This is an optimization exercise on Yosys and OpenROAD, whose aim is small area, a short achievable clock period and few clock cycles, not a production implementation. RTL that was checked went through simulation tests only; none was proved equivalent to the original. The RTL of runs 3 to 7 was laid out without a check of its function. Power figures rest on the tool's default switching activity, not on a simulated workload.

==> design/flow/flow/run.sh <==
#!/bin/bash
set -euo pipefail
MARGIN=5.5
sed "s|^make -C |make SETUP_SLACK_MARGIN=${MARGIN} 'BUFFER_PORTS_ARGS=-buffer_cell sky130_fd_sc_hd__buf_1' -C |" standard.sh > standard_margin.sh
bash standard_margin.sh > standard_margin.log 2>&1
==> design/flow/standard.sh <==
#!/bin/bash
# synth_recipe.tcl (not shown) runs the flow's synth.tcl, then flattens the netlist and writes it again
# the make line also repeats each setting of config.mk as NAME=value (left out here)
make -C /OpenROAD-flow-scripts/flow DESIGN_CONFIG=/design/flow/config.mk WORK_HOME=/design/flow/orfs CLKGATE_MAP_FILE= SYNTH_SCRIPT=/design/flow/synth_recipe.tcl "${@:-finish}"
==> design/flow/config.mk <==
export PLATFORM = sky130hd
export DESIGN_NAME = bat_ms
export DESIGN_NICKNAME = bat_ms
export VERILOG_FILES = /design/flow/design.v
export SDC_FILE = /design/flow/constraint.sdc
export NUM_CORES = 4
export LEC_CHECK = 0
export CAP_MARGIN = 20
export CORE_MARGIN = 2
export CORE_UTILIZATION = 50
export CTS_CLUSTER_DIAMETER = 70
export CTS_CLUSTER_SIZE = 25
export PLACE_DENSITY = 0.7
export SLEW_MARGIN = 20
==> design/flow/constraint.sdc <==
create_clock -name core_clock -period 10.0 [get_ports {clk}]
set_input_delay 2.0000 -clock core_clock [delete_from_list [all_inputs] [get_ports {clk}]]
set_output_delay 2.0000 -clock core_clock [all_outputs]
set_load 0.01 [all_outputs]
==> design/flow/design.v <==
module bat_ms (
    input  wire        clk,
    input  wire        rst,
    input  wire        start,
    input  wire [1:0]  cfg_nsrc_m1,
    input  wire [15:0] cfg_bits_in_m1,           
    input  wire [15:0] cfg_in_align_repeat,      
    input  wire [15:0] cfg_in_align_bits_m1,     
    input  wire [3:0]  cfg_out_align_repeat,
    input  wire [3:0]  cfg_out_align_bits_m1,
    input  wire [15:0] cfg_repeat,
    input  wire [3:0]  in_valid,
    input  wire [3:0]  in_eod,
    input  wire [31:0] in_data,
    output wire [3:0]  in_ready,
    output wire        out_valid,
    output wire [7:0]  out_data,
    input  wire        out_ready,
    output wire        busy,
    output reg         ended_eod
);
    localparam [1:0] S_IDLE = 2'd0,
                     S_RUN  = 2'd1,
                     S_SKIP = 2'd2,
                     S_END  = 2'd3;
    reg [1:0]  state;
    reg [1:0]  nsrc_m1;
    reg [3:0]  bm1   [0:3];       
    reg [3:0]  in_n  [0:3];       
    reg [3:0]  in_pu [0:3];       
    reg [3:0]  out_m;             
    reg [3:0]  out_pu;            
    reg [15:0] rep_left;
    reg        rep_en;
    reg        rep_last;          
    reg [1:0]  src;
    reg        lst;               
    reg [3:0]  in_cd [0:3];
    reg        sd    [0:3];       
    reg [3:0]  out_cd;
    reg        od;                
    reg [3:0]  skip_left;
    reg [6:0]  acc   [0:3];
    reg [4:0]  ad    [0:3];
    reg        part;
    reg [7:0]  hold;
    reg        s_v;
    reg        s_free;
    reg [15:0] s_bits;
    reg [5:0]  s_lim;
    reg        s_pad;
    reg [31:0] em;
    reg [5:0]  em_n;
    reg [2:0]  pp;                
    reg [3:0]  pk;                
    reg [1:0]  poi;               
    reg [5:0]  pr;                
    integer i;
    wire        flushing = (state == S_END) && !s_v;
    assign out_valid = (em_n[5:3] != 3'd0) || (flushing && em_n[2:0] != 3'd0);
    assign out_data  = em[31:24];
    wire        fire     = out_valid && out_ready;
    wire        s_take   = s_v && (em_n <= s_lim);
    wire [31:0] s_ins    = {s_bits, 16'd0} >> em_n[4:0];
    wire [5:0]  s_add    = 6'd32 - s_lim + (s_pad ? {2'b0, out_pu} : 6'd0);
    wire [5:0]  em_a     = em_n + (s_take ? s_add : 6'd0);
    wire [5:0]  em_f     = em_a - 6'd8;
    wire [5:0]  em_n_nx  = !fire ? em_a : (em_n[5:3] != 3'd0) ? em_f : 6'd0;
    wire        done_now = flushing && (em_n == 6'd0 || (em_n <= 6'd8 && out_ready));
    wire [3:0]  c_bm1   = bm1[src];
    wire [3:0]  c_n     = in_n[src];
    wire [3:0]  c_cd    = in_cd[src];
    wire [3:0]  c_pad   = in_pu[src];
    wire [6:0]  c_a7    = acc[src];
    wire [4:0]  c_ad    = ad[src];
    wire [2:0]  c_a3    = c_ad[2:0] + c_bm1[2:0] + 3'd1;
    wire        c_sd    = sd[src];
    wire        c_valid = in_valid[src];
    wire        c_eod   = in_eod[src];
    wire [7:0]  c_data  = in_data[8*src +: 8];
    wire        opaddue  = lst && od;
    wire        pad_ok   = (!c_sd || (pp > {1'b0, src})) && (!opaddue || (pp == 3'd5));
    wire        need     = part || c_ad[4];
    wire        run_go   = (state == S_RUN) && s_free && pad_ok;
    wire        run_rdy  = run_go && need;
    wire        skip_rdy = (state == S_SKIP) && s_free;
    assign in_ready = (run_rdy || skip_rdy) ? (4'b0001 << src) : 4'b0000;
    wire        take     = (run_rdy || skip_rdy) && c_valid;
    wire        take_eod = take && c_eod;
    wire        take_dat = take && !c_eod;
    wire [14:0] c_acc    = {c_a7, part ? hold : {1'b0, c_a7}};
    wire [3:0]  c_an     = {part, c_a3};
    wire [22:0] x_bits   = {c_acc, c_data};
    wire [37:0] x_sh     = {x_bits, 15'd0} >> c_an;
    wire [15:0] s_mask   = ~(16'h7fff >> c_bm1);
    wire [15:0] smp      = x_sh[22:7] & s_mask;
    wire [2:0]  left     = c_ad[2:0];
    wire        one_ok   = c_ad[3];
    wire        issue    = run_go && (!need || (take_dat && (part || one_ok)));
    wire        partial  = run_go && need && !part && !one_ok && take_dat;
    wire        skip_in  = c_sd && (c_pad > {1'b0, left});
    wire [2:0]  a_new    = left - (c_sd ? c_pad[2:0] : 3'd0);
    wire [2:0]  a_skip   = 3'd0 - skip_left[2:0];
    wire [4:0]  nbm1     = ~{1'b0, c_bm1};
    wire        skip_done = skip_rdy && take_dat && (skip_left <= 4'd8);
    wire        step_done = (issue && !skip_in) || skip_done;
    wire        win_end   = step_done && lst;
    wire        rep_end   = win_end && rep_last;
    wire        pp_src   = (pp[2] == 1'b0);
    wire [1:0]  ppi      = pp[1:0];
    wire [3:0]  pu_xm1   = bm1[pp_src ? ppi : poi];
    wire [3:0]  pu_y     = pp_src ? in_n[ppi] : out_m;
    wire [3:0]  pu_um1   = pp_src ? in_pu[ppi] : out_pu;
    wire        pu_need  = pp_src ? ((ppi <= nsrc_m1) && (pu_y != 4'd0)) : (pu_y != 4'd0);
    wire [5:0]  pr_one   = pr + (pr[5] ? {2'b00, pu_um1} : {2'b11, ~pu_xm1}) + {5'd0, pr[5]};
    wire [5:0]  pr_next  = pr_one + (pr_one[5] ? {2'b00, pu_um1} + 6'd1 : 6'd0);
    assign busy = (state != S_IDLE);
    always @(posedge clk) begin
        if (rst) begin
            state     <= S_IDLE;
            ended_eod <= 1'b0;
            s_v       <= 1'b0;
            s_free    <= 1'b1;
            em_n      <= 6'd0;
            em        <= 32'd0;
        end else begin
            if (s_take)
                em <= fire ? ((em | s_ins) << 8) : (em | s_ins);
            else if (fire)
                em <= em << 8;
            em_n <= em_n_nx;
            if (s_free) begin
                s_v    <= issue || (skip_done && opaddue);
                s_bits <= (state == S_RUN) ? smp : 16'd0;
                s_lim  <= (state == S_RUN) ? 6'd31 - {2'b0, c_bm1} : 6'd32;
                s_pad  <= opaddue && ((state != S_RUN) || !skip_in);
                s_free <= !(issue || (skip_done && opaddue)) ||
                          (em_n_nx <= ((state == S_RUN) ? 6'd31 - {2'b0, c_bm1} : 6'd32));
            end else begin
                s_free <= (em_n_nx <= {1'b0, s_lim});
            end
            if (state != S_IDLE && pp != 3'd5) begin
                if (!pu_need) begin
                    pp  <= pp + 3'd1;
                end else if (pr[5] || pk != pu_y) begin
                    pr <= pr_next;
                    if (!pr[5]) begin
                        if (pp_src || poi == nsrc_m1) begin
                            pk  <= pk + 4'd1;
                            poi <= 2'd0;
                        end else begin
                            poi <= poi + 2'd1;
                        end
                    end
                end else begin
                    if (pp_src)
                        in_pu[ppi] <= pr[3:0];
                    else
                        out_pu <= pr[3:0];
                    pp <= pp + 3'd1;
                    pk <= 4'd0;
                    pr <= 6'd0;
                end
            end
            if (take)
                hold <= c_data;
            case (state)
            S_IDLE: begin
                if (start) begin
                    nsrc_m1 <= cfg_nsrc_m1;
                    for (i = 0; i < 4; i = i + 1) begin
                        bm1[i]   <= cfg_bits_in_m1[4*i +: 4];
                        in_n[i]  <= cfg_in_align_repeat[4*i +: 4];
                        in_cd[i] <= cfg_in_align_repeat[4*i +: 4];
                        sd[i]    <= (cfg_in_align_repeat[4*i +: 4] == 4'd1);
                        in_pu[i] <= cfg_in_align_bits_m1[4*i +: 4];
                        ad[i]    <= ~{1'b0, cfg_bits_in_m1[4*i +: 4]};
                    end
                    out_m    <= cfg_out_align_repeat;
                    out_cd   <= cfg_out_align_repeat;
                    od       <= (cfg_out_align_repeat == 4'd1);
                    out_pu   <= cfg_out_align_bits_m1;
                    rep_left <= cfg_repeat;
                    rep_en   <= (cfg_repeat != 16'd0);
                    rep_last <= (cfg_repeat == 16'd1);
                    src      <= 2'd0;
                    lst      <= (cfg_nsrc_m1 == 2'd0);
                    pp       <= 3'd0;
                    pk       <= 4'd0;
                    poi      <= 2'd0;
                    pr       <= 6'd0;
                    part     <= 1'b0;
                    em       <= 32'd0;
                    state    <= S_RUN;
                end
            end
            S_RUN: begin
                if (take_eod) begin
                    ended_eod <= 1'b1;
                    state     <= S_END;
                end else if (issue) begin
                    part <= 1'b0;
                    if (take)
                        acc[src] <= c_data[6:0];
                    if (skip_in) begin
                        ad[src]    <= nbm1;
                        skip_left  <= c_pad - {1'b0, left};
                        state      <= S_SKIP;
                    end else begin
                        ad[src]    <= {2'b0, a_new} + nbm1;
                    end
                    if (c_n != 4'd0) begin
                        in_cd[src] <= c_sd ? c_n : c_cd - 4'd1;
                        sd[src]    <= c_sd ? (c_n == 4'd1) : (c_cd == 4'd2);
                    end
                end else if (partial) begin
                    part <= 1'b1;
                end
            end
            S_SKIP: begin
                if (take_eod) begin
                    ended_eod <= 1'b1;
                    state     <= S_END;
                end else if (take_dat) begin
                    acc[src] <= c_data[6:0];
                    if (skip_done) begin
                        ad[src]    <= {2'b0, a_skip} + nbm1;
                        state      <= S_RUN;
                    end else begin
                        skip_left <= skip_left - 4'd8;
                    end
                end
            end
            S_END: begin
                if (done_now)
                    state <= S_IDLE;
            end
            endcase
            if (step_done) begin
                if (lst) begin
                    src <= 2'd0;
                    lst <= (nsrc_m1 == 2'd0);
                    if (out_m != 4'd0) begin
                        out_cd <= od ? out_m : out_cd - 4'd1;
                        od     <= od ? (out_m == 4'd1) : (out_cd == 4'd2);
                    end
                    if (rep_en) begin
                        rep_left <= rep_left - 16'd1;
                        rep_last <= (rep_left == 16'd2);
                    end
                end else begin
                    src <= src + 2'd1;
                    lst <= (src + 2'd1 == nsrc_m1);
                end
            end
            if (rep_end) begin
                ended_eod <= 1'b0;
                state     <= S_END;
            end
        end
    end
endmodule
==> flow_metrics.tcl, run 1 <==
set metrics [dict create \
    cts_sinks 250 \
    final_common_cell "edfxtp_1" \
    routed_wl_mm 42.5 \
    cts_buffer_depth 3 \
    track_usage_pct 24.9 \
    ant_nets 0 \
    cts-root-buf "clkbuf_16" \
    layout_common_cells "edfxtp_1 (200), nand2_1 (144), buf_1 (128), nor2_1 (119), a21oi_1 (99)" \
    yosys_register_bits 250 \
    p_clk_share_pct 17.8 \
    die_h_um 184 \
    topRoutingLayerUsed "met4" \
    via_count 12777 \
    finalPower_mw 4.60 \
    nFillCells 2711 \
    multiInputGateArea_um2 8660 \
    synthArstFlopShare_pct 0 \
    dp_hpwl_mm 31.3 \
    core_um2 31700 \
    ctsHtreeMaxLevel 1 \
    grt_pass1_wl_mm 66.5 \
    sequentialPowerShare_pct 32.2 \
    route.detailed.drc 0 \
    vdd_drop_max_mv 0.189 \
    yosys_warnings 3 \
    port_buffers 132 \
    hold_viol 0 \
    worst_pin_slew_ps 1020 \
    grt_max_degree 64 \
    criticalPathCategory "register to output port" \
    nets 1848 \
    dr.pass1.iters 6 \
    net-switching-power_mw 1.91 \
    setup_ws_ps 5510 \
    critPathMaxFanout 7 \
    max_clock_freq_mhz 223 \
    synthCells 1538 \
    worstSetupStartpointType "register" \
    clkTransAtPathRegs_ps 90 \
    rsz0062_at_grt "true" \
    gp_congestion 0.956 \
    slew_viol_final 0 \
    required_ps 8000 \
    sw_frac_of_total_pct 41.5 \
    initial_utilization_pct 51.0 \
    drtIter0Drc 1186 \
    grt_pass1_vias 12227 \
    place_ws_ps 4650 \
    yosysSeqAreaShare_pct 43.3 \
    slew_headroom_pct 31.8 \
    wl_met2_mm 21.1 \
    rows 65 \
    status "no timing/DRC/antenna violations" \
    finalCritPeriodShare_pct 44.9 \
    p_comb_share_pct 50.1 \
    clock_skew_ps 41.5 \
    routed_via_density 6.20 \
    antenna_found_initial 1 \
    tns_ps 0 \
    wl_met1_mm 17.5 \
    ys.flop_type "edfxtp_1" \
    syn_nets 1741 \
    period_needed_ps 4490 \
    hold_path_class "register to register" \
    drive_gt1_share_pct 14.7 \
    seq_area_um2 7030 \
    endpoint_kind "output port" \
    clkLatencyLatePin_ps 550 \
    syn-cell-area_um2 16200 \
    grt-ovfl-total 0 \
    arrival_ps 2490 \
    intPower_mw 2.69 \
    met3_wirelength_mm 2.47 \
    num_io_pins 133 \
    cts_made_buffers 19 \
    powerDensity_nw_per_um2 256 \
    ctsHoldBuffers 0 \
    drt-wirelength-per-cell_um 20.6 \
    die_w_um 184 \
    die_area_um2 33800 \
    tritoncts "yes" \
    setup_violations 0 \
    area_delta_synth_final_pct 11.1 \
    avgSynthCellArea_um2 10.5 \
    synth.distinct_cells 80 \
    max_cap_violations 0 \
    synth_edf_count 200 \
    leakagePower_nw 6.74 \
]
power groups by stage:
stage               Combinational [mW]  Clock (mW)  Sequential (mW)
floorplan                         1.67           0             1.44
global placement                  2.08           0             1.50
detailed placement                2.11           0             1.51
CTS                               2.17       0.831             1.48
global route                      2.55       0.861             1.50
finish                            2.30       0.817             1.48
final cells by class:
cell class | count | area share [%]
Antenna cell | 1 | 0.0139
Inverter | 77 | 1.68
Sequential cell | 250 | 39.1
Multi-Input combinational cell | 1125 | 48.2
Clock buffer | 21 | 2.74
Tap cell | 402 | 2.80
Clock inverter | 13 | 0.870
Timing Repair Buffer | 172 | 4.55
metrics by stage:
stage                     area (µm²)  cells  hold WS (ps)  utilization, %
final                          18000   2061           461            56.6
after global routing           18000   2061           502            56.6
after CTS                      17700   2043           464            55.8
after detailed placement       16900   1997           443            53.3
after global placement         16900   1997           435            53.2
after floorplan                16200   1538           424               -
layer usage:
layer	global-route usage, %	vias to the layer above
li1	-	6000
met1	32.6	6176
met2	43.6	511
met3	2.73	90
met4	7.68	0
met5	0	-
cell families (layout without fill, tap and decap cells):
family / after synthesis / after routing / synth area share [%]
compound gates: 385 / 385 / 15.7
xor+xnor: 42 / 42 / 2.27
fa+ha+maj: 85 / 85 / 7.04
buf+inv: 163 / 283 / 4.18
flops: 250 / 250 / 43.3
mux: 165 / 165 / 14.3
other cells: 0 / 1 / 0
simple gates: 448 / 448 / 13.1
timing repair:
action	in CTS	in global routing
pin swaps	0	5
buffers inserted	12	17
gates resized for setup	34	38
setup endpoints to repair	44	39
sequential cells by signal, indices dropped and copies added, names as in the netlist, 3 cells and up, named ones only:
register   cells
bm1           16
em            32
out_pu         4
out_cd         4
acc           28
pk             4
hold           8
in_n          16
s_bits        16
sd             4
in_pu         16
skip_left      4
pp             3
in_cd         16
pr             6
ad            20
out_m          4
rep_left      16
em_n           6
s_lim          6
Yosys cell counts, types with 40 or more instances:
cell type  number  area (µm²)
mux2i_1        76         761
ha_1           75         938
mux4_2         48        1080
inv_1          71         267
edfxtp_1      200        6010
clkbuf_1       55         206
nand2_1       145         544
nor2_1        121         454
a21oi_1       101         505
dfxtp_1        50        1000
o21ai_0        84         420
mux2_2         40         450
critical path: stages (launching register included):
cell      delay, ps
edfxtp_1        430
buf_4           160
inv_2           110
ha_4            200
and2_4          180
o221ai_1        120
a31o_2          250
and2_4          200
nor2_1          110
clkbuf_2        160
final timing paths:
path	from	endpoint	slack (ps)	depth (start not counted)
worst max-delay path	pp[1]	in_ready[0]	5510	9
worst min-delay path	em[3]	em[3]	460	2
worst max register to register	em_n[4]	s_free	5570	20
worst min register to register	em[3]	em[3]	460	2
Testbench counts, summed over its fixed seeds: cycles 48,584.
==> run 2: changes to the inputs <==
--- a/design/flow/config.mk
+++ b/design/flow/config.mk
@@ -8,7 +8,7 @@
 export CAP_MARGIN = 20
 export CORE_MARGIN = 2
-export CORE_UTILIZATION = 50
+export CORE_UTILIZATION = 55
 export CTS_CLUSTER_DIAMETER = 70
-export CTS_CLUSTER_SIZE = 25
-export PLACE_DENSITY = 0.7
+export CTS_CLUSTER_SIZE = 30
+export PLACE_DENSITY = 0.75
 export SLEW_MARGIN = 20
==> run 2 against run 1 <==
Net effect: still clean; cell area is 0.29% higher; combinational power hardly changed; worst setup slack better by 72 ps; sequential power hardly changed; core utilization is 5.8 points higher; first-iteration DRC count is 3.8% higher; clock power is 6.7% higher; sequential cell count stayed put; sequential share of layout area is 0.13 points lower; total power is 1.3% higher; clock skew is 16 ps lower; fmax is 1.6% higher; largest cell class unchanged; highest routed layer unchanged.
==> flow_metrics.tcl, run 2 <==
set metrics [dict create \
    status "no timing/DRC/antenna violations" \
    cts_made_buffers 19 \
    ant_nets 0 \
    tns_ps 0 \
    largest_reg_flops 32 \
    cts_sinks 250 \
    track_usage_pct 27.4 \
    yosys_warnings 3 \
    place_ws_ps 4650 \
    drive_gt1_share_pct 14.3 \
    yosys-top-cells-area "edfxtp_1 (37%), mux4_2 (6.7%), dfxtp_1 (6.2%)" \
    syn-cell-area_um2 16200 \
    max_clock_freq_mhz 226 \
    route.detailed.drc 0 \
    crit_cells 6 \
    drt-wirelength-per-cell_um 20.9 \
    intPower_mw 2.70 \
    cp_slowest_stage_delay_ps 580 \
    ys_top_cells_by_count "edfxtp_1 (200), nand2_1 (145), nor2_1 (121)" \
    met3_wirelength_mm 2.74 \
    criticalPathCategory "register to output port" \
    synth.distinct_cells 80 \
    core_um2 28900 \
    clock_skew_ps 25.8 \
    cp_slowest_cell "mux4_2" \
    rows 62 \
    slew_viol_final 0 \
    worstSetupStartpointType "register" \
    clkLatencyLatePin_ps 530 \
    endpoint_kind "output port" \
    yosysSeqAreaShare_pct 43.3 \
    num_io_pins 133 \
    routed_via_density 6.32 \
    ys.flop_type "edfxtp_1" \
    worst-path-buf-inv 2 \
    port_buffers 132 \
    required_ps 8000 \
    cts_buffer_depth 3 \
    p_clk_share_pct 18.7 \
    synthXorXnorAreaFrac_pct 2.27 \
    p_comb_share_pct 49.6 \
    nets 1850 \
    avgSynthCellArea_um2 10.5 \
    final_common_cell "edfxtp_1" \
    antenna_found_initial 0 \
    die_h_um 175 \
    syn_nets 1741 \
    path_cells "buf_12 > mux4_2 > a31o_2 > and2_4 > nor2b_2 > buf_1" \
    routed_wl_mm 42.6 \
    clkTransAtPathRegs_ps 100 \
    powerDensity_nw_per_um2 259 \
    gp_congestion 0.926 \
    hold_path_class "register to register" \
    holdPathStages 2 \
    sequentialPowerShare_pct 31.7 \
    finalCritPeriodShare_pct 44.2 \
    synth_top_family_by_area "compound AO/OA/AOI/OAI gates" \
    wl_met2_mm 21.3 \
    via_count 12904 \
    tritoncts "yes" \
    critPathMaxFanout 7 \
    grt-ovfl-total 0 \
    grt_pass1_vias 12689 \
    dr.pass1.iters 7 \
    ctsHtreeMaxLevel 1 \
    vdd_drop_max_mv 0.170 \
    n_antenna_cell 0 \
    yosys_register_bits 250 \
    wl_met1_mm 17.4 \
    top_regs "em x32, acc x28, ad x20" \
    synth_edf_count 200 \
    layout_common_cells "edfxtp_1 (200), nand2_1 (144), buf_1 (130), nor2_1 (117), a21oi_1 (99)" \
    die_area_um2 30800 \
    initial_utilization_pct 56.1 \
    setup_violations 0 \
    net-switching-power_mw 1.96 \
    grt_pass1_wl_mm 67.0 \
    rsz0062_at_grt "true" \
    slew_headroom_pct 33.7 \
    muxShareOfSynthArea_pct 14.3 \
    regMostFlops "em" \
    leakagePower_nw 6.78 \
    period_needed_ps 4420 \
    arrival_ps 2420 \
    synth-compound-area-share_pct 15.7 \
    synthArstFlopShare_pct 0 \
    cts-root-buf "clkbuf_16" \
    dp_hpwl_mm 31.3 \
    synthSimpleGateAreaFrac_pct 13.1 \
    worst_pin_slew_ps 991 \
    drtIter0Drc 1231 \
    die_w_um 175 \
    sw_frac_of_total_pct 42.1 \
    rr_worst_depth 24 \
    synthAdderAreaFrac_pct 7.04 \
    critPathTopFamily "multiplexers" \
    synth_top_area_share_pct 37.1 \
    max_cap_violations 0 \
    hold_viol 0 \
    synth.most_common_cell "edfxtp_1" \
    yosysTopAreaCell "edfxtp_1" \
    setup_ws_ps 5580 \
    area_delta_synth_final_pct 11.4 \
    synthCells 1538 \
    grt_max_degree 61 \
    topRoutingLayerUsed "met4" \
]
==> run 2: cell counts after synthesis <==
No cell type changed its count.
==> run 2: path summary, 6_finish.rpt <==
path | from | endpoint | slack [ps]
hold / removal | em[6] | em[6] | 460
setup / recovery | register | in_ready[2] | 5580
hold reg to reg | em[6] | em[6] | 460
setup reg to reg | s_lim[4] | s_free | 5600
==> run 2: worst reg2reg max path: stages, from the launching register on <==
cell and delay (ps):
edfxtp_1 410, inv_2 110, ha_1 260, a21o_1 180, a21o_1 180, o21bai_2 180
nand2_2 100, nor2_2 110, ha_1 170, inv_1 60, fa_1 420, inv_1 80
a21o_1 110, a21oi_1 70, xnor2_1 140, inv_1 90, ha_1 260, or3_1 390
o21ai_2 100, ha_1 270, a21o_1 190, a21oi_2 140, o21ai_0 110, o211ai_1 110
a21o_1 130
==> run 2: routing by layer <==
metal / vias to the layer above / global-route usage, %
li1: 5997 / -
met1: 6282 / 36.2
met2: 532 / 48.2
met3: 93 / 2.73
met4: 0 / 7.68
met5: - / 0
==> run 2: cells by family (layout without fill, tap and decap cells) <==
| family | Yosys count | after routing |
|---|---|---|
| compound gates | 385 | 385 |
| xor+xnor | 42 | 42 |
| flops | 250 | 250 |
| buf+inv | 163 | 284 |
| mux | 165 | 165 |
| fa+ha+maj | 85 | 85 |
| simple gates | 448 | 448 |
==> run 2: final cells by class <==
| class | count | area (µm²) |
|---|---|---|
| fillers | 2349 | 10800 |
| multi-input cells | 1125 | 8650 |
| flip-flops and latches | 250 | 7030 |
| repair buffers | 174 | 847 |
| well taps | 384 | 480 |
| clock buffers | 20 | 479 |
| inverters | 77 | 299 |
| clock inverters | 13 | 239 |
==> run 2: metrics by stage <==
| stage | power (mW) | std cells | utilization (%) | hold slack (ps) | area [µm²] |
|---|---|---|---|---|---|
| finish | 4.66 | 2043 | 62.4 | 460 | 18000 |
| global route | 4.95 | 2043 | 62.4 | 493 | 18000 |
| CTS | 4.55 | 2031 | 61.8 | 464 | 17800 |
| detailed placement | 3.63 | 1979 | 58.5 | 441 | 16900 |
| global placement | 3.57 | 1979 | 58.4 | 435 | 16900 |
| floorplan | 3.11 | 1538 | - | 424 | 16200 |
==> run 2: repair_timing <==
action / CTS / global route
pin swaps: 1 / 4
endpoints found under the setup margin: 28 / 60
gates cloned: 0 / 0
hold buffers: 0 / 0
setup buffers: 19 / 12
gates resized for setup: 45 / 21
==> run 2: power by group through the flow <==
| stage | logic (mW) | clock network [mW] | registers, mW |
|---|---|---|---|
| floorplan | 1.67 | 0 | 1.44 |
| global placement | 2.08 | 0 | 1.50 |
| detailed placement | 2.12 | 0 | 1.51 |
| CTS | 2.20 | 0.876 | 1.47 |
| global route | 2.54 | 0.914 | 1.49 |
| finish | 2.31 | 0.872 | 1.48 |
==> run 3: changes to the inputs <==
--- a/design/flow/design.v
+++ b/design/flow/design.v
@@ -47,4 +47,5 @@
     reg        s_v;
     reg        s_free;
+    reg [4:0]  pok;
     reg [15:0] s_bits;
     reg [5:0]  s_lim;
@@ -80,10 +81,15 @@
     wire [7:0]  c_data  = in_data[8*src +: 8];
     wire        opaddue  = lst && od;
-    wire        pad_ok   = (!c_sd || (pp > {1'b0, src})) && (!opaddue || (pp == 3'd5));
+    wire        pad_ok   = (!c_sd || pok[src]) && (!opaddue || pok[4]);
     wire        need     = part || c_ad[4];
     wire        run_go   = (state == S_RUN) && s_free && pad_ok;
     wire        run_rdy  = run_go && need;
     wire        skip_rdy = (state == S_SKIP) && s_free;
-    assign in_ready = (run_rdy || skip_rdy) ? (4'b0001 << src) : 4'b0000;
+    wire        rdy_com  = s_free && ((state == S_SKIP) || ((state == S_RUN) && !(opaddue && !pok[4])));
+    genvar g;
+    generate for (g = 0; g < 4; g = g + 1) begin : g_rdy
+        assign in_ready[g] = (src == g) && rdy_com &&
+                             ((state == S_SKIP) || ((part || ad[g][4]) && (!sd[g] || pok[g])));
+    end endgenerate
     wire        take     = (run_rdy || skip_rdy) && c_valid;
     wire        take_eod = take && c_eod;
@@ -143,4 +149,5 @@
                 if (!pu_need) begin
                     pp  <= pp + 3'd1;
+                    pok <= {pok[3:0], 1'b1};
                 end else if (pr[5] || pk != pu_y) begin
                     pr <= pr_next;
@@ -159,4 +166,5 @@
                         out_pu <= pr[3:0];
                     pp <= pp + 3'd1;
+                    pok <= {pok[3:0], 1'b1};
                     pk <= 4'd0;
                     pr <= 6'd0;
@@ -187,4 +195,5 @@
                     lst      <= (cfg_nsrc_m1 == 2'd0);
                     pp       <= 3'd0;
+                    pok      <= 5'd0;
                     pk       <= 4'd0;
                     poi      <= 2'd0;
==> design/flow/flow/run.sh (replaced) <==
#!/bin/bash
set -euo pipefail
MARGIN=6
sed "s|^make -C |make SETUP_SLACK_MARGIN=${MARGIN} 'BUFFER_PORTS_ARGS=-buffer_cell sky130_fd_sc_hd__buf_1' -C |" standard.sh > standard_margin.sh
bash standard_margin.sh > standard_margin.log 2>&1
--- a/design/flow/config.mk
+++ b/design/flow/config.mk
@@ -8,7 +8,5 @@
 export CAP_MARGIN = 20
 export CORE_MARGIN = 2
-export CORE_UTILIZATION = 55
-export CTS_CLUSTER_DIAMETER = 70
-export CTS_CLUSTER_SIZE = 30
-export PLACE_DENSITY = 0.75
+export CORE_UTILIZATION = 40
+export PLACE_DENSITY = 0.6
 export SLEW_MARGIN = 20
==> run 3 against run 2 <==
Net effect: fmax rose by 4.5%; register-to-register slack improved by 170 ps; sequential power is 5% higher; final cell count up 14%; critical path depth up 16; cell area up 11%; critical endpoint is now pr[4]; largest cell class unchanged; highest routed layer unchanged.
==> flow_metrics.tcl, run 3 <==
set metrics [dict create \
    yosys-top-cells-area "edfxtp_1 (37%), mux4_2 (6.4%), dfxtp_1 (6.0%)" \
    synth_top_area_share_pct 36.7 \
    leakagePower_nw 7.59 \
    reg2reg_to "pr[4]" \
    dp_hpwl_mm 34.2 \
    sw_frac_of_total_pct 40.5 \
    sequentialPowerShare_pct 27.1 \
    ctsHtreeMaxLevel 1 \
    finalCritPeriodShare_pct 42.3 \
    yosysSeqAreaShare_pct 42.7 \
    hold_path_class "register to register" \
    avgSynthCellArea_um2 10.4 \
    clkLatencyLatePin_ps 580 \
    routed_wl_mm 47.4 \
    layout_common_cells "edfxtp_1 (205), nand2_1 (143), nor2_1 (128), buf_1 (128), a21oi_1 (110)" \
    drtIter0Drc 965 \
    intPower_mw 3.40 \
    placedInstanceArea_um2 17800 \
    cts_made_buffers 29 \
    track_usage_pct 21.4 \
    gp_congestion 0.876 \
    grt_max_degree 60 \
    rsz0062_at_grt "true" \
    status "no timing/DRC/antenna violations" \
    die_h_um 209 \
    port_buffers 132 \
    top_regs "em x32, acc x28, ad x20" \
    initial_utilization_pct 40.3 \
    synth_edf_count 205 \
    syn-cell-area_um2 16800 \
    worstSetupStartpointType "register" \
    r2r_start "pp[2]" \
    net-switching-power_mw 2.31 \
    cts-root-buf "clkbuf_16" \
    core_um2 41700 \
    endpoint "pr[4]" \
    multiInputGateArea_um2 9410 \
    cts_buffer_depth 3 \
    p_clk_share_pct 20.4 \
    n_antenna_cell 0 \
    period_needed_ps 4230 \
    max_cap_violations 0 \
    largest_reg_flops 32 \
    r2r_setup_slack_ps 5770 \
    slew_headroom_pct 43.1 \
    worst_pin_slew_ps 851 \
    nFillCells 3899 \
    ant_nets 0 \
    yosysTopAreaCell "edfxtp_1" \
    synthArstFlopShare_pct 0 \
    crit_path_start "pp[2]" \
    max_clock_freq_mhz 237 \
    seq_area_um2 7180 \
    arrival_ps 4550 \
    route.detailed.drc 0 \
    synth.most_common_cell "edfxtp_1" \
    vdd_drop_max_mv 0.365 \
    hold_viol 0 \
    area_delta_synth_final_pct 18.9 \
    dr.pass1.iters 6 \
    clkTransAtPathRegs_ps 60 \
    num_io_pins 133 \
    syn_nets 1817 \
    finalInstanceArea_um2 19900 \
    die_area_um2 43600 \
    setup_violations 0 \
    place_ws_ps 4800 \
    nets 1974 \
    via_count 13461 \
    grt_pass1_vias 13382 \
    antenna_found_initial 0 \
    final_common_cell "edfxtp_1" \
    synthCells 1616 \
    yosys_warnings 3 \
    yosys_register_bits 255 \
    criticalPathCategory "register to register" \
    cts_sinks 255 \
    ys_top_cells_by_count "edfxtp_1 (205), nand2_1 (150), nor2_1 (136)" \
    drive_gt1_share_pct 20.0 \
    ys.flop_type "edfxtp_1" \
    routed_via_density 5.76 \
    p_comb_share_pct 52.5 \
    required_ps 10320 \
    rows 75 \
    die_w_um 209 \
    critPathMaxFanout 4 \
    rr_worst_depth 22 \
    powerDensity_nw_per_um2 286 \
    tritoncts "yes" \
    grt_pass1_wl_mm 74.2 \
    slew_viol_final 0 \
    clock_skew_ps 23.7 \
    setup_ws_ps 5770 \
    final_core_util_pct 47.9 \
    grt-ovfl-total 0 \
    regMostFlops "em" \
    endpoint_kind "register" \
    tns_ps 0 \
    synth.distinct_cells 87 \
    drt-wirelength-per-cell_um 20.3 \
]
==> run 3: cell types whose count changed after synthesis, moves of 9 or more <==
cell and change:
a211oi_1 -14, a21oi_1 +16, inv_1 +11, mux2_2 -13, mux2_4 +17, mux2i_1 +9
nand3_1 -9, nor2_1 +15, o21ai_0 -13, o21ai_1 +10
==> run 3: worst max-delay path, cell delays in order, from the launching register on <==
cell and delay (ps):
edfxtp_1 430, buf_12 160, buf_12 120, a21boi_4 240, mux4_2 610, nand2_2 90, o21ai_2 60, fa_2 350
inv_2 60, a21o_1 110, a21o_1 130, a21o_1 120, a21o_1 180, nor2_1 60, ha_2 180, fa_2 370
a21oi_2 120, nor2_1 50, nor2_1 120, xor2_1 160, nor3_1 60, a21oi_1 130, nor2_1 50
==> run 3: worst min-delay path by stage <==
stage / start / end / slack [ps] / depth (start not counted)
CTS: em[7] / em[7] / 480 / 2
finish: em[24] / em[24] / 470 / 2
floorplan: em[4] / em[4] / 440 / 2
global route: em[24] / em[24] / 500 / 2
detailed placement: em[7] / em[7] / 460 / 2
global placement: em[7] / em[7] / 450 / 2
==> run 3: area by class of cell <==
cell class | instances | share of cell area (%)
Clock inverter | 23 | 1.54
Inverter | 88 | 1.76
Timing Repair Buffer | 219 | 6.49
Multi-Input combinational cell | 1180 | 47.2
Clock buffer | 31 | 3.68
Tap cell | 539 | 3.38
Sequential cell | 255 | 36.0
==> run 3: kinds of logic after synthesis <==
| family | after synthesis | synth area share [%] |
|---|---|---|
| xor gates and xnor gates | 42 | 2.28 |
| AOI/OAI and AO/OA | 397 | 15.4 |
| DFF | 255 | 42.7 |
| adders and majority gates | 83 | 6.64 |
| and+or+nand+nor | 480 | 13.7 |
| muxes | 177 | 14.9 |
| buffers and inverters | 182 | 4.48 |
==> run 3: layer usage <==
| layer | global-route usage [%] | vias to the layer above | share of wire [%] |
|---|---|---|---|
| met2 | 37.2 | 435 | 49 |
| met4 | 5.42 | 0 | 2.7 |
| met1 | 28.3 | 6575 | 43 |
| met3 | 2.81 | 80 | 5.2 |
| met5 | 0 | - | 0 |
| li1 | - | 6371 | - |
==> run 3: timing repair <==
item                                    in CTS  in global routing
gates cloned                                 2                  1
endpoints found under the setup margin     117                121
pin swaps                                   27                 23
hold buffers                                 0                  0
gates resized for setup                     81                 33
buffers inserted                            34                 33
==> run 3: stage by stage <==
step	instances	total power [mW]	hold slack, ps
floorplan	1616	3.56	437
global placement	2210	4.11	455
detailed placement	2211	4.16	463
CTS	2301	5.54	478
global route	2335	6.10	497
finish	2335	5.71	474
==> run 3: power groups by stage <==
stage               clock network (mW)  logic (mW)  registers (mW)
detailed placement                   0        2.59            1.57
floorplan                            0        2.07            1.49
global route                      1.22        3.31            1.57
finish                            1.17        3.00            1.55
global placement                     0        2.55            1.56
CTS                               1.19        2.81            1.54
==> run 4: changes to the inputs <==
==> design/flow/flow/run.sh (replaced) <==
#!/bin/bash
set -euo pipefail
MARGIN=5.5
sed "s|^make -C |make SETUP_SLACK_MARGIN=${MARGIN} 'BUFFER_PORTS_ARGS=-buffer_cell sky130_fd_sc_hd__buf_1' -C |" standard.sh > standard_margin.sh
bash standard_margin.sh > standard_margin.log 2>&1
==> run 4 against run 3 <==
Net effect: worst hold slack got worse by 3.8 ps; final cell count fell by 1.8%; synthesized cell count unchanged; largest cell class unchanged; largest power group unchanged.
==> flow_metrics.tcl, run 4 <==
set metrics [dict create \
    port_buffers 132 \
    path_cells "buf_1 > nand2_1 > o21ai_0 > ha_1 > nor2b_1 > o21a_1 > o21a_1 > o21ai_0 > nand2b_1 > a21oi_1 > o32ai_2 > nand2_1" \
    final_core_util_pct 45.8 \
    criticalPathCategory "primary input to register" \
    gp_congestion 0.888 \
    die_w_um 209 \
    max_cap_violations 0 \
    top_regs "em x32, acc x28, ad x20" \
    endpoint_kind "register" \
    slew_headroom_pct 38.9 \
    route.detailed.drc 0 \
    tritoncts "yes" \
    cts_buffer_depth 3 \
    routed_via_density 5.74 \
    routed_wl_mm 46.0 \
    synth_top_area_share_pct 36.7 \
    synthCells 1616 \
    rr_worst_depth 24 \
    worstSetupStartpointType "primary input" \
    min_from "em[4]" \
    clkTransAtPathRegs_ps 60 \
    leakagePower_nw 7.18 \
    r2r_start "s_lim[1]" \
    worst-path-buf-inv 1 \
    avgSynthCellArea_um2 10.4 \
    ys_top_cells_by_count "edfxtp_1 (205), nand2_1 (150), nor2_1 (136)" \
    cp_slowest_stage_delay_ps 720 \
    drt-wirelength-per-cell_um 20.1 \
    finalCritPeriodShare_pct 44.2 \
    antenna_found_initial 0 \
    dp_hpwl_mm 33.8 \
    placedInstanceArea_um2 17700 \
    clock_skew_ps 37.7 \
    cts-root-buf "clkbuf_16" \
    via_count 13160 \
    cp_slowest_cell "o21ai_0" \
    initial_utilization_pct 40.3 \
    yosys_register_bits 255 \
    tns_ps 0 \
    reg2reg_to "s_free" \
    finalInstanceArea_um2 19100 \
    synth.distinct_cells 87 \
    n_antenna_cell 0 \
    ys.flop_type "edfxtp_1" \
    drive_gt1_share_pct 14.4 \
    slew_viol_final 0 \
    grt_max_degree 65 \
    cts_sinks 255 \
    grt_pass1_wl_mm 73.0 \
    worst_pin_slew_ps 915 \
    cts_made_buffers 29 \
    max_clock_freq_mhz 226 \
    largest_reg_flops 32 \
    synth.most_common_cell "edfxtp_1" \
    dr.pass1.iters 5 \
    yosys_warnings 3 \
    core_um2 41700 \
    layout_common_cells "edfxtp_1 (205), nand2_1 (148), nor2_1 (133), buf_1 (132), a21oi_1 (114)" \
    arrival_ps 4970 \
    ant_nets 0 \
    area_delta_synth_final_pct 13.7 \
    yosysTopAreaCell "edfxtp_1" \
    num_io_pins 133 \
    powerDensity_nw_per_um2 283 \
    yosysSeqAreaShare_pct 42.7 \
    rows 75 \
    hold_path_class "register to register" \
    final_common_cell "edfxtp_1" \
    synthArstFlopShare_pct 0 \
    nets 1932 \
    holdPathStages 2 \
    hold_viol 0 \
    track_usage_pct 20.9 \
    yosys-top-cells-area "edfxtp_1 (37%), mux4_2 (6.4%), dfxtp_1 (6.0%)" \
    clkLatencyLatePin_ps 600 \
    period_needed_ps 4420 \
    ctsHtreeMaxLevel 1 \
    r2r_setup_slack_ps 5670 \
    setup_violations 0 \
    rsz0062_at_grt "true" \
    die_h_um 209 \
    critPathMaxFanout 24 \
    syn_nets 1817 \
    status "no timing/DRC/antenna violations" \
    hold_end "em[4]" \
    critPathTopFamily "compound AO/OA/AOI/OAI gates" \
    drtIter0Drc 977 \
    vdd_drop_max_mv 0.327 \
    die_area_um2 43600 \
    synth_edf_count 205 \
    grt-ovfl-total 0 \
    grt_pass1_vias 13159 \
    required_ps 10540 \
    syn-cell-area_um2 16800 \
    regMostFlops "em" \
]
run 4: cell counts after synthesis:
No cell type changed its count.
run 4: cell families after synthesis:
family / share of synthesized area [%]
multiplexers: 14.9
adder cells (fa/ha/maj): 6.64
AND/OR/NAND/NOR: 13.7
buffers and inverters: 4.48
AO/OA/AOI/OAI: 15.4
XOR/XNOR: 2.28
flip-flops: 42.7
run 4: layer usage:
layer,share of wire (%),vias to the layer above,global-route usage [%]
met5,0,-,0
met4,2.4,0,5.20
met3,5.0,77,2.45
met2,49,376,36.5
met1,43,6439,27.7
li1,-,6268,-
run 4: worst max-delay path by stage:
| stage | startpoint | end | cells past startpoint | slack [ps] |
|---|---|---|---|---|
| after global placement | src[1] | s_bits[10] | 14 | 4660 |
| after CTS | state[0] | in_ready[1] | 5 | 5510 |
| after detailed placement | rst | in_cd[3][1] | 9 | 4530 |
| after global routing | out_ready | s_free | 12 | 5340 |
| final | out_ready | s_free | 12 | 5580 |
| after floorplan | pp[2] | pr[5] | 20 | 5510 |
run 4: where the power goes:
part / internal (mW) / switching [mW]
Sequential: 1.39 / 0.160
Combinational: 1.17 / 1.60
Clock: 0.617 / 0.467
Total: 3.18 / 2.23
run 4: worst min-delay path: stages (launching register included):
cell     delay, ps
dfxtp_1        330
a21oi_1         40
nor2_1          70
run 4: layout make-up:
cell class	instances	area (µm²)
inverters	88	344
clock buffers	35	748
flip-flops and latches	255	7160
clock inverters	19	209
repair buffers	177	868
fillers	3951	22600
well taps	539	674
multi-input cells	1180	9060
run 4: per-stage QoR:
stage	setup WS, ps	std cells	total power [mW]	hold slack (ps)
6_report	5580	2293	5.40	470
5_1_grt	5340	2293	5.80	503
4_1_cts	5510	2279	5.26	471
3_5_place_dp	4530	2214	4.09	455
3_3_place_gp	4660	2213	4.06	451
2_1_floorplan	5510	1616	3.49	437
run 4: what timing repair did:
action	in CTS	in global routing
cloned	1	0
buffers inserted	10	14
hold buffers	0	0
pin swaps	5	21
resized for setup	20	37
setup endpoints to repair	88	95
==> run 5: changes to the inputs <==
==> design/flow/flow/run.sh (replaced) <==
#!/bin/bash
set -euo pipefail
MARGIN=6
sed "s|^make -C |make SETUP_SLACK_MARGIN=${MARGIN} -C |" standard.sh > standard_margin.sh
bash standard_margin.sh > standard_margin.log 2>&1
==> run 5 against run 4 <==
Net effect: final cell count rose by 2.7%; via count increased by 3.9%; synthesized cell count stayed put; register-to-register slack better by 120 ps; worst setup slack improved by 180 ps; critical path depth is the same; critical path type unchanged; critical endpoint unchanged.
==> flow_metrics.tcl, run 5 <==
set metrics [dict create \
    synth_edf_count 205 \
    final_cells 2354 \
    rows 75 \
    tns_ps 0 \
    tritoncts "yes" \
    routed_wl_mm 49.0 \
    setup_violations 0 \
    final_common_cell "edfxtp_1" \
    nets 1991 \
    ctsHtreeMaxLevel 1 \
    syn_nets 1817 \
    dr.pass1.iters 6 \
    cp_slowest_stage_delay_ps 700 \
    path_cells "clkdlybuf4s50_1 > nand2_2 > o21ai_0 > ha_1 > nor2b_1 > o21a_1 > o21a_1 > o21ai_0 > nand2b_1 > a21oi_1 > o32ai_2 > nand2_1" \
    endpoint_kind "register" \
    clkTransAtPathRegs_ps 60 \
    top_regs "em x32, acc x28, ad x20" \
    route.detailed.drc 0 \
    rr_worst_depth 22 \
    port_buffers 132 \
    cp_slowest_cell "clkdlybuf4s50_1" \
    whs_ps 473 \
    status "no timing/DRC/antenna violations" \
    synth_top_area_share_pct 36.7 \
    synthAdderAreaFrac_pct 6.64 \
    leakagePower_nw 8.07 \
    crit_path_start "out_ready" \
    max_cap_violations 0 \
    avgSynthCellArea_um2 10.4 \
    track_usage_pct 22.0 \
    reg2reg_to "s_free" \
    grt_pass1_vias 13627 \
    initial_utilization_pct 40.3 \
    grt-ovfl-total 0 \
    synth.distinct_cells 87 \
    endpoint "s_free" \
    criticalPathCategory "primary input to register" \
    largest_reg_flops 32 \
    cts_sinks 255 \
    via_count 13670 \
    r2r_start "em_n[4]" \
    die_w_um 209 \
    cts_made_buffers 30 \
    die_h_um 209 \
    dp_hpwl_mm 34.5 \
    worstSetupStartpointType "primary input" \
    routed_via_density 5.81 \
    worst_pin_slew_ps 1000 \
    cts_buffer_depth 3 \
    muxShareOfSynthArea_pct 14.9 \
    yosysSeqAreaShare_pct 42.7 \
    slew_headroom_pct 32.9 \
    r2r_setup_slack_ps 5790 \
    critPathTopFamily "compound AO/OA/AOI/OAI gates" \
    yosys_register_bits 255 \
    grt_pass1_wl_mm 76.2 \
    hold_viol 0 \
    rsz0062_at_grt "true" \
    period_needed_ps 4240 \
    ant_nets 0 \
    ys_top_cells_by_count "edfxtp_1 (205), nand2_1 (150), nor2_1 (136)" \
    synth-compound-area-share_pct 15.4 \
    clock_skew_ps 37.3 \
    arrival_ps 4780 \
    synth.most_common_cell "edfxtp_1" \
    synthSimpleGateAreaFrac_pct 13.7 \
    crit_cells 12 \
    worst-path-buf-inv 1 \
    drtIter0Drc 1134 \
    powerDensity_nw_per_um2 284 \
    yosys_warnings 3 \
    synthArstFlopShare_pct 0 \
    core_um2 41700 \
    critPathMaxFanout 24 \
    hold_path_class "register to register" \
    area_delta_synth_final_pct 25.9 \
    finalCritPeriodShare_pct 42.4 \
    synth_top_family_by_area "compound AO/OA/AOI/OAI gates" \
    drive_gt1_share_pct 21.6 \
    num_io_pins 133 \
    synthCells 1616 \
    grt_max_degree 60 \
    dp.cells 2208 \
    clkLatencyLatePin_ps 600 \
    slew_viol_final 0 \
    ys.flop_type "edfxtp_1" \
    required_ps 10540 \
    max_clock_freq_mhz 236 \
    antenna_found_initial 1 \
    gp_congestion 0.880 \
    layout_common_cells "edfxtp_1 (205), nand2_1 (141), nor2_1 (124), clkdlybuf4s50_1 (117), a21oi_1 (111)" \
    drt-wirelength-per-cell_um 20.8 \
    syn-cell-area_um2 16800 \
    finalPower_mw 6.00 \
    die_area_um2 43600 \
    yosys-top-cells-area "edfxtp_1 (37%), mux4_2 (6.4%), dfxtp_1 (6.0%)" \
    yosysTopAreaCell "edfxtp_1" \
    vdd_drop_max_mv 0.331 \
    regMostFlops "em" \
    cts-root-buf "clkbuf_16" \
    synthXorXnorAreaFrac_pct 2.28 \
]
==> run 5: changes by cell type in the layout (fill, tap and decap cells not counted), moves of 7 or more <==
| cell | before | now |
|---|---|---|
| nand2_1 | 148 | 141 |
| clkdlybuf4s50_1 | 0 | 117 |
| buf_4 | 35 | 76 |
| dfxtp_4 | 1 | 8 |
| nor2_1 | 133 | 124 |
| ha_4 | 3 | 10 |
| buf_1 | 132 | 0 |
| buf_12 | 0 | 10 |
| o21ai_0 | 68 | 61 |
==> run 5: metal layers <==
metal	vias to the layer above	track usage, %	share of wire, %
met5	-	0	0
met4	0	8.30	3.9
met3	121	3.41	5.7
met2	493	36.5	47
met1	6631	29.2	43
li1	6425	-	-
==> run 5: how the worst min path moves through the flow <==
stage	start	end	slack [ps]	cells past startpoint
5_1_grt	em[30]	em[30]	500	2
3_5_place_dp	em[4]	em[4]	460	2
6_report	em[4]	em[4]	470	2
3_3_place_gp	em[0]	em[0]	450	2
4_1_cts	em[4]	em[4]	480	2
2_1_floorplan	em[4]	em[4]	440	2
==> run 5: cells by family (layout without fill, tap and decap cells) <==
group           count (synthesis)  in the layout
compound gates                397            399
xor+xnor                       42             42
fa+ha+maj                      83             83
buf+inv                       182            378
flops                         255            255
mux                           177            177
other cells                     0              1
simple gates                  480            480
==> run 5: cell type report <==
cell class,instances,area (µm²)
fill,3738,20600
sequential,255,7190
antenna,1,2.50
clock buffer,32,758
timing repair buffer,234,2300
inverter,88,359
tap,539,674
clock inverter,24,322
multi-input combinational,1181,9510
==> run 5: tightest hold or removal path, cell delays in order (launching register included) <==
cell     delay, ps
dfxtp_1        330
a21oi_1         40
nor2_1          70
==> run 5: repair_timing <==
item                       4_1_cts  5_1_grt
setup buffers                   62       22
resized for setup              137       51
hold buffers                     0        0
setup endpoints to repair      236      118
cloned                           4        1
pin swaps                       38       32
==> run 5: stage by stage <==
stage	worst slack [ps]	util, %	area [µm²]
finish	5760	50.7	21100
global route	5520	50.7	21100
CTS	5820	49.7	20700
detailed placement	4460	44.7	18600
global placement	4570	44.7	18600
floorplan	5760	-	17000
==> run 5: power breakdown <==
group / total [mW] / switching [mW] / internal (mW)
clock network: 1.18 / 0.469 / 0.711
registers: 1.55 / 0.166 / 1.39
logic: 3.26 / 1.78 / 1.48
total: 6.00 / 2.42 / 3.58
==> run 6: changes to the inputs <==
--- a/design/flow/design.v
+++ b/design/flow/design.v
@@ -47,9 +47,8 @@
     reg        s_v;
     reg        s_free;
-    reg [4:0]  pok;
     reg [15:0] s_bits;
-    reg [5:0]  s_lim;
+    reg [4:0]  s_lim;
     reg        s_pad;
-    reg [31:0] em;
+    reg [23:0] em;
     reg [5:0]  em_n;
     reg [2:0]  pp;                
@@ -60,9 +59,9 @@
     wire        flushing = (state == S_END) && !s_v;
     assign out_valid = (em_n[5:3] != 3'd0) || (flushing && em_n[2:0] != 3'd0);
-    assign out_data  = em[31:24];
+    assign out_data  = em[23:16];
     wire        fire     = out_valid && out_ready;
-    wire        s_take   = s_v && (em_n <= s_lim);
-    wire [31:0] s_ins    = {s_bits, 16'd0} >> em_n[4:0];
-    wire [5:0]  s_add    = 6'd32 - s_lim + (s_pad ? {2'b0, out_pu} : 6'd0);
+    wire        s_take   = s_v && (em_n <= {1'b0, s_lim});
+    wire [23:0] s_ins    = {s_bits, 8'd0} >> em_n[4:0];
+    wire [5:0]  s_add    = 6'd24 - {1'b0, s_lim} + (s_pad ? {2'b0, out_pu} : 6'd0);
     wire [5:0]  em_a     = em_n + (s_take ? s_add : 6'd0);
     wire [5:0]  em_f     = em_a - 6'd8;
@@ -81,15 +80,10 @@
     wire [7:0]  c_data  = in_data[8*src +: 8];
     wire        opaddue  = lst && od;
-    wire        pad_ok   = (!c_sd || pok[src]) && (!opaddue || pok[4]);
+    wire        pad_ok   = (!c_sd || (pp > {1'b0, src})) && (!opaddue || (pp == 3'd5));
     wire        need     = part || c_ad[4];
     wire        run_go   = (state == S_RUN) && s_free && pad_ok;
     wire        run_rdy  = run_go && need;
     wire        skip_rdy = (state == S_SKIP) && s_free;
-    wire        rdy_com  = s_free && ((state == S_SKIP) || ((state == S_RUN) && !(opaddue && !pok[4])));
-    genvar g;
-    generate for (g = 0; g < 4; g = g + 1) begin : g_rdy
-        assign in_ready[g] = (src == g) && rdy_com &&
-                             ((state == S_SKIP) || ((part || ad[g][4]) && (!sd[g] || pok[g])));
-    end endgenerate
+    assign in_ready = (run_rdy || skip_rdy) ? (4'b0001 << src) : 4'b0000;
     wire        take     = (run_rdy || skip_rdy) && c_valid;
     wire        take_eod = take && c_eod;
@@ -119,6 +113,5 @@
     wire [3:0]  pu_um1   = pp_src ? in_pu[ppi] : out_pu;
     wire        pu_need  = pp_src ? ((ppi <= nsrc_m1) && (pu_y != 4'd0)) : (pu_y != 4'd0);
-    wire [5:0]  pr_one   = pr + (pr[5] ? {2'b00, pu_um1} : {2'b11, ~pu_xm1}) + {5'd0, pr[5]};
-    wire [5:0]  pr_next  = pr_one + (pr_one[5] ? {2'b00, pu_um1} + 6'd1 : 6'd0);
+    wire [5:0]  pr_next  = pr + (pr[5] ? {2'b00, pu_um1} : {2'b11, ~pu_xm1}) + {5'd0, pr[5]};
     assign busy = (state != S_IDLE);
     always @(posedge clk) begin
@@ -129,5 +122,5 @@
             s_free    <= 1'b1;
             em_n      <= 6'd0;
-            em        <= 32'd0;
+            em        <= 24'd0;
         end else begin
             if (s_take)
@@ -139,8 +132,8 @@
                 s_v    <= issue || (skip_done && opaddue);
                 s_bits <= (state == S_RUN) ? smp : 16'd0;
-                s_lim  <= (state == S_RUN) ? 6'd31 - {2'b0, c_bm1} : 6'd32;
+                s_lim  <= (state == S_RUN) ? 5'd23 - {1'b0, c_bm1} : 5'd24;
                 s_pad  <= opaddue && ((state != S_RUN) || !skip_in);
                 s_free <= !(issue || (skip_done && opaddue)) ||
-                          (em_n_nx <= ((state == S_RUN) ? 6'd31 - {2'b0, c_bm1} : 6'd32));
+                          (em_n_nx <= ((state == S_RUN) ? 6'd23 - {2'b0, c_bm1} : 6'd24));
             end else begin
                 s_free <= (em_n_nx <= {1'b0, s_lim});
@@ -149,5 +142,4 @@
                 if (!pu_need) begin
                     pp  <= pp + 3'd1;
-                    pok <= {pok[3:0], 1'b1};
                 end else if (pr[5] || pk != pu_y) begin
                     pr <= pr_next;
@@ -166,5 +158,4 @@
                         out_pu <= pr[3:0];
                     pp <= pp + 3'd1;
-                    pok <= {pok[3:0], 1'b1};
                     pk <= 4'd0;
                     pr <= 6'd0;
@@ -195,10 +186,9 @@
                     lst      <= (cfg_nsrc_m1 == 2'd0);
                     pp       <= 3'd0;
-                    pok      <= 5'd0;
                     pk       <= 4'd0;
                     poi      <= 2'd0;
                     pr       <= 6'd0;
                     part     <= 1'b0;
-                    em       <= 32'd0;
+                    em       <= 24'd0;
                     state    <= S_RUN;
                 end
==> design/flow/run.sh (new file) <==
#!/bin/bash
# synth_recipe.tcl (not shown) runs the flow's synth.tcl, then flattens the netlist and writes it again
# the make line also repeats each setting of config.mk as NAME=value (left out here)
make -C /OpenROAD-flow-scripts/flow DESIGN_CONFIG=/design/flow/config.mk WORK_HOME=/design/flow/orfs CLKGATE_MAP_FILE= SYNTH_SCRIPT=/design/flow/synth_recipe.tcl finish
--- a/design/flow/config.mk
+++ b/design/flow/config.mk
@@ -10,3 +10,4 @@
 export CORE_UTILIZATION = 40
 export PLACE_DENSITY = 0.6
+export SETUP_SLACK_MARGIN = 5
 export SLEW_MARGIN = 20
removed: design/flow/flow/run.sh
removed: design/flow/standard.sh
==> run 6 against run 5 <==
Net effect: still clean; core utilization down 3.0 points; die area down 5.8%; global-route usage down 1.3 points; first-iteration DRC count down 19%; sequential power down 9%; critical path depth down 3; non-clock buffer count down 70; final cell count down 8.3%; sequential cell count down 14; combinational power down 38%; largest power group unchanged.
==> flow_metrics.tcl, run 6 <==
set metrics [dict create \
    slew_viol_final 0 \
    crit_top_cell "nor2b_1" \
    final_common_cell "edfxtp_1" \
    rr_worst_depth 15 \
    die_h_um 203 \
    yosysSeqAreaShare_pct 43.2 \
    setup_ws_ps 5090 \
    finalPower_mw 4.37 \
    grt-ovfl-total 0 \
    routed_wl_mm 43.2 \
    leakagePower_nw 6.77 \
    avgSynthCellArea_um2 10.4 \
    track_usage_pct 20.7 \
    cts_made_buffers 27 \
    largest_reg_flops 28 \
    clock_skew_ps 28.0 \
    gp_congestion 0.885 \
    yosys-top-cells-area "edfxtp_1 (38%), mux4_2 (6.7%), ha_1 (5.5%)" \
    criticalPathCategory "register to output port" \
    regMostFlops "acc" \
    status "no timing/DRC/antenna violations" \
    synth.distinct_cells 88 \
    synth_top_area_share_pct 37.9 \
    via_count 12338 \
    ant_nets 0 \
    yosysTopAreaCell "edfxtp_1" \
    cts-root-buf "clkbuf_16" \
    tns_ps 0 \
    cp_slowest_stage_delay_ps 560 \
    powerDensity_nw_per_um2 236 \
    route.detailed.drc 0 \
    ys_top_cells_by_count "edfxtp_1 (199), nand2_1 (135), nor2_1 (126)" \
    nets 1816 \
    clkTransAtPathRegs_ps 70 \
    n_antenna_cell 0 \
    port_buffers 132 \
    yosys_register_bits 241 \
    vdd_drop_max_mv 0.128 \
    setup_violations 0 \
    antenna_found_initial 1 \
    cts_buffer_depth 3 \
    worst-path-buf-inv 3 \
    period_needed_ps 4910 \
    finalInstanceArea_um2 18500 \
    layout_common_cells "edfxtp_1 (199), nand2_1 (134), clkdlybuf4s50_1 (132), nor2_1 (126), a21oi_1 (104)" \
    initial_utilization_pct 40.7 \
    holdPathStages 2 \
    die_w_um 203 \
    yosys_warnings 3 \
    dp_hpwl_mm 32.4 \
    ctsHoldBuffers 0 \
    slew_headroom_pct 30.8 \
    synthArstFlopShare_pct 0 \
    grt_pass1_wl_mm 67.0 \
    rows 72 \
    rsz0062_at_grt "false" \
    place_ws_ps 4460 \
    critPathMaxFanout 19 \
    area_delta_synth_final_pct 17.3 \
    tritoncts "yes" \
    drive_gt1_share_pct 13.0 \
    ys.flop_type "edfxtp_1" \
    grt_pass1_vias 12025 \
    hold_viol 0 \
    ctsHtreeMaxLevel 1 \
    num_io_pins 133 \
    cts_sinks 241 \
    synth.most_common_cell "edfxtp_1" \
    core_um2 38800 \
    required_ps 8000 \
    max_clock_freq_mhz 204 \
    syn-cell-area_um2 15800 \
    placedInstanceArea_um2 17500 \
    finalCritPeriodShare_pct 49.1 \
    critPathTopFamily "buffers and inverters" \
    path_cells "buf_8 > clkinvlp_4 > ha_1 > nor2b_1 > o21ai_2 > a31oi_4 > a21boi_4 > nor2b_1 > clkdlybuf4s50_1" \
    hold_path_class "register to register" \
    cp_slowest_cell "clkdlybuf4s50_1" \
    arrival_ps 2910 \
    synthCells 1517 \
    clkLatencyLatePin_ps 580 \
    drt-wirelength-per-cell_um 20.0 \
    top_regs "acc x28, em x24, ad x20" \
    synth_edf_count 199 \
    endpoint_kind "output port" \
    die_area_um2 41100 \
    drtIter0Drc 915 \
    worst_pin_slew_ps 1040 \
    crit_cells 9 \
    dr.pass1.iters 5 \
    grt_max_degree 51 \
    max_cap_violations 0 \
    syn_nets 1713 \
    nFillCells 3591 \
    worstSetupStartpointType "register" \
    routed_via_density 5.71 \
]
[run 6: changes by cell type in the layout (fill, tap and decap cells not counted), moves of 9 or more]
cell,before,now
buf_4,76,30
o21ai_0,61,97
mux2i_1,81,53
mux2_4,17,0
clkdlybuf4s50_1,117,132
buf_6,13,0
nor2b_1,10,23
mux2_2,27,39
o21ai_1,17,5
buf_12,10,1
inv_1,71,62
nand3_1,19,28
nor3_1,39,30
[run 6: timing repair]
item,CTS,global route
buffers inserted,5,9
pin swaps,1,1
gates resized for setup,15,13
setup endpoints to repair,21,10
[run 6: kinds of logic after synthesis]
| family | Yosys count | synth area share [%] |
|---|---|---|
| muxes | 142 | 13.3 |
| adders and majority gates | 78 | 6.61 |
| AOI/OAI and AO/OA | 396 | 16.1 |
| buffers and inverters | 158 | 4.29 |
| and+or+nand+nor | 465 | 14.4 |
| DFF | 241 | 43.2 |
| xor gates and xnor gates | 37 | 2.20 |
[run 6: worst min-delay path: cells and delay by family, from the launching register on]
family	cells	cell delay (ps)
flops	1	310
simple gates	1	50
compound gates	1	60
[run 6: routing by layer]
metal | vias to the layer above | GRT usage [%] | share of wire, %
met4 | 0 | 8.00 | 3.8
li1 | 5903 | - | -
met3 | 85 | 2.89 | 5.1
met2 | 381 | 34.8 | 48
met1 | 5969 | 27.1 | 43
met5 | - | 0 | 0
[run 6: per-stage QoR]
step / hold slack [ps] / std cells / util (%)
2_1_floorplan: 437 / 1517 / -
3_3_place_gp: 451 / 2095 / 45.0
3_5_place_dp: 459 / 2095 / 45.0
4_1_cts: 476 / 2150 / 47.4
5_1_grt: 501 / 2159 / 47.7
6_report: 470 / 2159 / 47.7
[run 6: layout make-up]
class | instances | area (µm²) | area share (%)
clock buffer | 35 | 726 | 3.92
clock inverter | 15 | 101 | 0.547
inverter | 68 | 260 | 1.41
multi-input combinational | 1118 | 8370 | 45.2
sequential | 241 | 6820 | 36.9
tap | 518 | 648 | 3.50
timing repair buffer | 164 | 1580 | 8.54
[run 6: path summary, 6_finish.rpt]
kind                from           to  slack, ps
setup reg to reg  src[1]    s_bits[3]       5410
setup / recovery  src[1]  in_ready[2]       5090
hold reg to reg   em[14]       em[14]        470
hold / removal    em[14]       em[14]        470
[run 6: report_power, final]
group	internal [mW]	switching (mW)	total, mW
clock	0.517	0.429	0.945
sequential	1.29	0.124	1.41
combinational	0.830	1.18	2.01
total	2.63	1.74	4.37
==> run 7: changes to the inputs <==
==> design/flow/flow/run.sh (new file) <==
#!/bin/bash
set -euo pipefail
MARGIN=6
sed "s|^make -C |make SETUP_SLACK_MARGIN=${MARGIN} -C |" standard.sh > standard_margin.sh
bash standard_margin.sh > standard_margin.log 2>&1
==> design/flow/standard.sh (new file) <==
#!/bin/bash
# synth_recipe.tcl (not shown) runs the flow's synth.tcl, then flattens the netlist and writes it again
# the make line also repeats each setting of config.mk as NAME=value (left out here)
make -C /OpenROAD-flow-scripts/flow DESIGN_CONFIG=/design/flow/config.mk WORK_HOME=/design/flow/orfs CLKGATE_MAP_FILE= SYNTH_SCRIPT=/design/flow/synth_recipe.tcl "${@:-finish}"
--- a/design/flow/config.mk
+++ b/design/flow/config.mk
@@ -10,4 +10,3 @@
 export CORE_UTILIZATION = 40
 export PLACE_DENSITY = 0.6
-export SETUP_SLACK_MARGIN = 5
 export SLEW_MARGIN = 20
removed: design/flow/run.sh
==> run 7 against run 6 <==
Net effect: wire length rose by 5.5%; fmax increased by 11%; clock power increased by 12%; synthesized cell count unchanged; cell area rose by 6.3%; combinational power increased by 9%; first-iteration DRC count is 20% higher; critical endpoint is now in_ready[3].
==> flow_metrics.tcl, run 7 <==
set metrics [dict create \
    clock_skew_ps 59.3 \
    slew_viol_final 0 \
    ys.flop_type "edfxtp_1" \
    worstSetupStartpointType "register" \
    yosys-top-cells-area "edfxtp_1 (38%), mux4_2 (6.7%), ha_1 (5.5%)" \
    status "no timing/DRC/antenna violations" \
    p_comb_share_pct 46.9 \
    synthArstFlopShare_pct 0 \
    finalCritPeriodShare_pct 44.1 \
    placedInstanceArea_um2 17600 \
    cp_slowest_cell "mux4_2" \
    powerDensity_nw_per_um2 237 \
    critPathMaxFanout 5 \
    finalPower_mw 4.66 \
    dp.cells 2093 \
    area_delta_synth_final_pct 24.6 \
    drtIter0Drc 1099 \
    rsz0062_at_grt "true" \
    via_count 12823 \
    avgSynthCellArea_um2 10.4 \
    period_needed_ps 4410 \
    cp_slowest_stage_delay_ps 500 \
    leakagePower_nw 7.26 \
    grt-ovfl-total 0 \
    setup_violations 0 \
    required_ps 8000 \
    setup_ws_ps 5590 \
    ant_nets 0 \
    arrival_ps 2410 \
    gp_congestion 0.891 \
    die_w_um 203 \
    grt_pass1_wl_mm 69.8 \
    cts_buffer_depth 3 \
    tritoncts "yes" \
    sw_frac_of_total_pct 39.2 \
    max_clock_freq_mhz 227 \
    max_cap_violations 0 \
    core_um2 38800 \
    synth_edf_count 199 \
    ctsHtreeMaxLevel 1 \
    layout_common_cells "edfxtp_1 (199), nand2_1 (131), nor2_1 (122), clkdlybuf4s50_1 (118), a21oi_1 (97)" \
    sequentialPowerShare_pct 30.4 \
    synth.most_common_cell "edfxtp_1" \
    syn-cell-area_um2 15800 \
    drt-wirelength-per-cell_um 20.6 \
    yosysSeqAreaShare_pct 43.2 \
    cts-root-buf "clkbuf_16" \
    track_usage_pct 21.6 \
    grt_max_degree 52 \
    clkTransAtPathRegs_ps 60 \
    n_antenna_cell 0 \
    critPathTopFamily "multiplexers" \
    rows 72 \
    criticalPathCategory "register to output port" \
    net-switching-power_mw 1.83 \
    final_core_util_pct 50.7 \
    endpoint_kind "output port" \
    finalInstanceArea_um2 19700 \
    synthCells 1517 \
    drive_gt1_share_pct 20.4 \
    dp_hpwl_mm 32.2 \
    port_buffers 132 \
    vdd_drop_max_mv 0.140 \
    p_clk_share_pct 22.7 \
    grt_pass1_vias 12523 \
    initial_utilization_pct 40.7 \
    synth_top_area_share_pct 37.9 \
    worst_pin_slew_ps 791 \
    nFillCells 3446 \
    synth.distinct_cells 88 \
    yosys_register_bits 241 \
    routed_wl_mm 45.6 \
    tns_ps 0 \
    slew_headroom_pct 46.7 \
    die_h_um 203 \
    yosys_warnings 3 \
    routed_via_density 5.79 \
    final_cells 2216 \
    intPower_mw 2.83 \
    hold_viol 0 \
    clkLatencyLatePin_ps 600 \
    final_common_cell "edfxtp_1" \
    num_io_pins 133 \
    hold_path_class "register to register" \
    ys_top_cells_by_count "edfxtp_1 (199), nand2_1 (135), nor2_1 (126)" \
    largest_reg_flops 28 \
    nets 1872 \
    worst-path-buf-inv 2 \
    route.detailed.drc 0 \
    top_regs "acc x28, em x24, ad x20" \
    antenna_found_initial 0 \
    die_area_um2 41100 \
    syn_nets 1713 \
    whs_ps 471 \
    regMostFlops "acc" \
    dr.pass1.iters 6 \
    place_ws_ps 4450 \
    cts_made_buffers 28 \
    yosysTopAreaCell "edfxtp_1" \
    path_cells "buf_12 > mux4_2 > or2_4 > a21boi_4 > nor2b_1 > buf_2" \
    cts_sinks 241 \
]
-- run 7: worst reg2reg max path: cells and delay by family (launching register included) --
family,cells,cell delay [ps]
AO/OA/AOI/OAI,7,1090
XOR/XNOR,1,290
AND/OR/NAND/NOR,4,580
flip-flops,1,450
adder cells (fa/ha/maj),5,1560
-- run 7: timing repair --
| item | CTS | global route |
|---|---|---|
| setup buffers | 42 | 24 |
| pin swaps | 17 | 24 |
| endpoints found under the setup margin | 216 | 100 |
| hold buffers | 0 | 0 |
| cloned | 4 | 1 |
| resized for setup | 112 | 58 |
-- run 7: power groups by stage --
stage / clock network (mW) / logic, mW / registers (mW)
floorplan: 0 / 1.50 / 1.38
global placement: 0 / 1.93 / 1.43
detailed placement: 0 / 1.95 / 1.43
CTS: 1.07 / 2.11 / 1.42
global route: 1.12 / 2.42 / 1.43
finish: 1.06 / 2.19 / 1.42
-- run 7: logic make-up (layout without fill, tap and decap cells) --
logic type / count (synthesis) / in the layout / share of synthesized area [%]
and+or+nand+nor: 465 / 468 / 14.4
DFF: 241 / 241 / 43.2
muxes: 142 / 142 / 13.3
buffers and inverters: 158 / 336 / 4.29
AOI/OAI and AO/OA: 396 / 396 / 16.1
adders and majority gates: 78 / 78 / 6.61
xor gates and xnor gates: 37 / 37 / 2.20
-- run 7: layer usage --
layer,part of all wire (%),track usage (%)
met1,42,27.6
met2,50,37.9
met3,5.1,2.97
met4,2.9,6.60
met5,0,0
-- run 7: final cells by class --
type | instances | area (µm²) | share of cell area [%]
sequential | 241 | 6840 | 34.8
clock buffer | 37 | 796 | 4.05
timing repair buffer | 216 | 2080 | 10.6
multi-input combinational | 1121 | 8880 | 45.1
inverter | 68 | 270 | 1.37
clock inverter | 15 | 159 | 0.808
tap | 518 | 648 | 3.29
-- run 7: path summary, 6_finish.rpt --
| kind | startpoint | end | slack, ps | cells after the start |
|---|---|---|---|---|
| worst min register to register | em[14] | em[14] | 470 | 2 |
| worst max register to register | out_pu[1] | s_free | 5910 | 17 |
| worst max-delay path | register | in_ready[3] | 5590 | 6 |
| worst min-delay path | em[14] | em[14] | 470 | 2 |

Re-timed with assumed drivers on the ports (clkbuf_16 on the clock, buf_2 on other inputs), run 7 has 5.538 ns of setup slack against 5.594 ns with ideal ports, and 5.260 ns once port delays also move by the mid clock arrival of 0.626 ns.
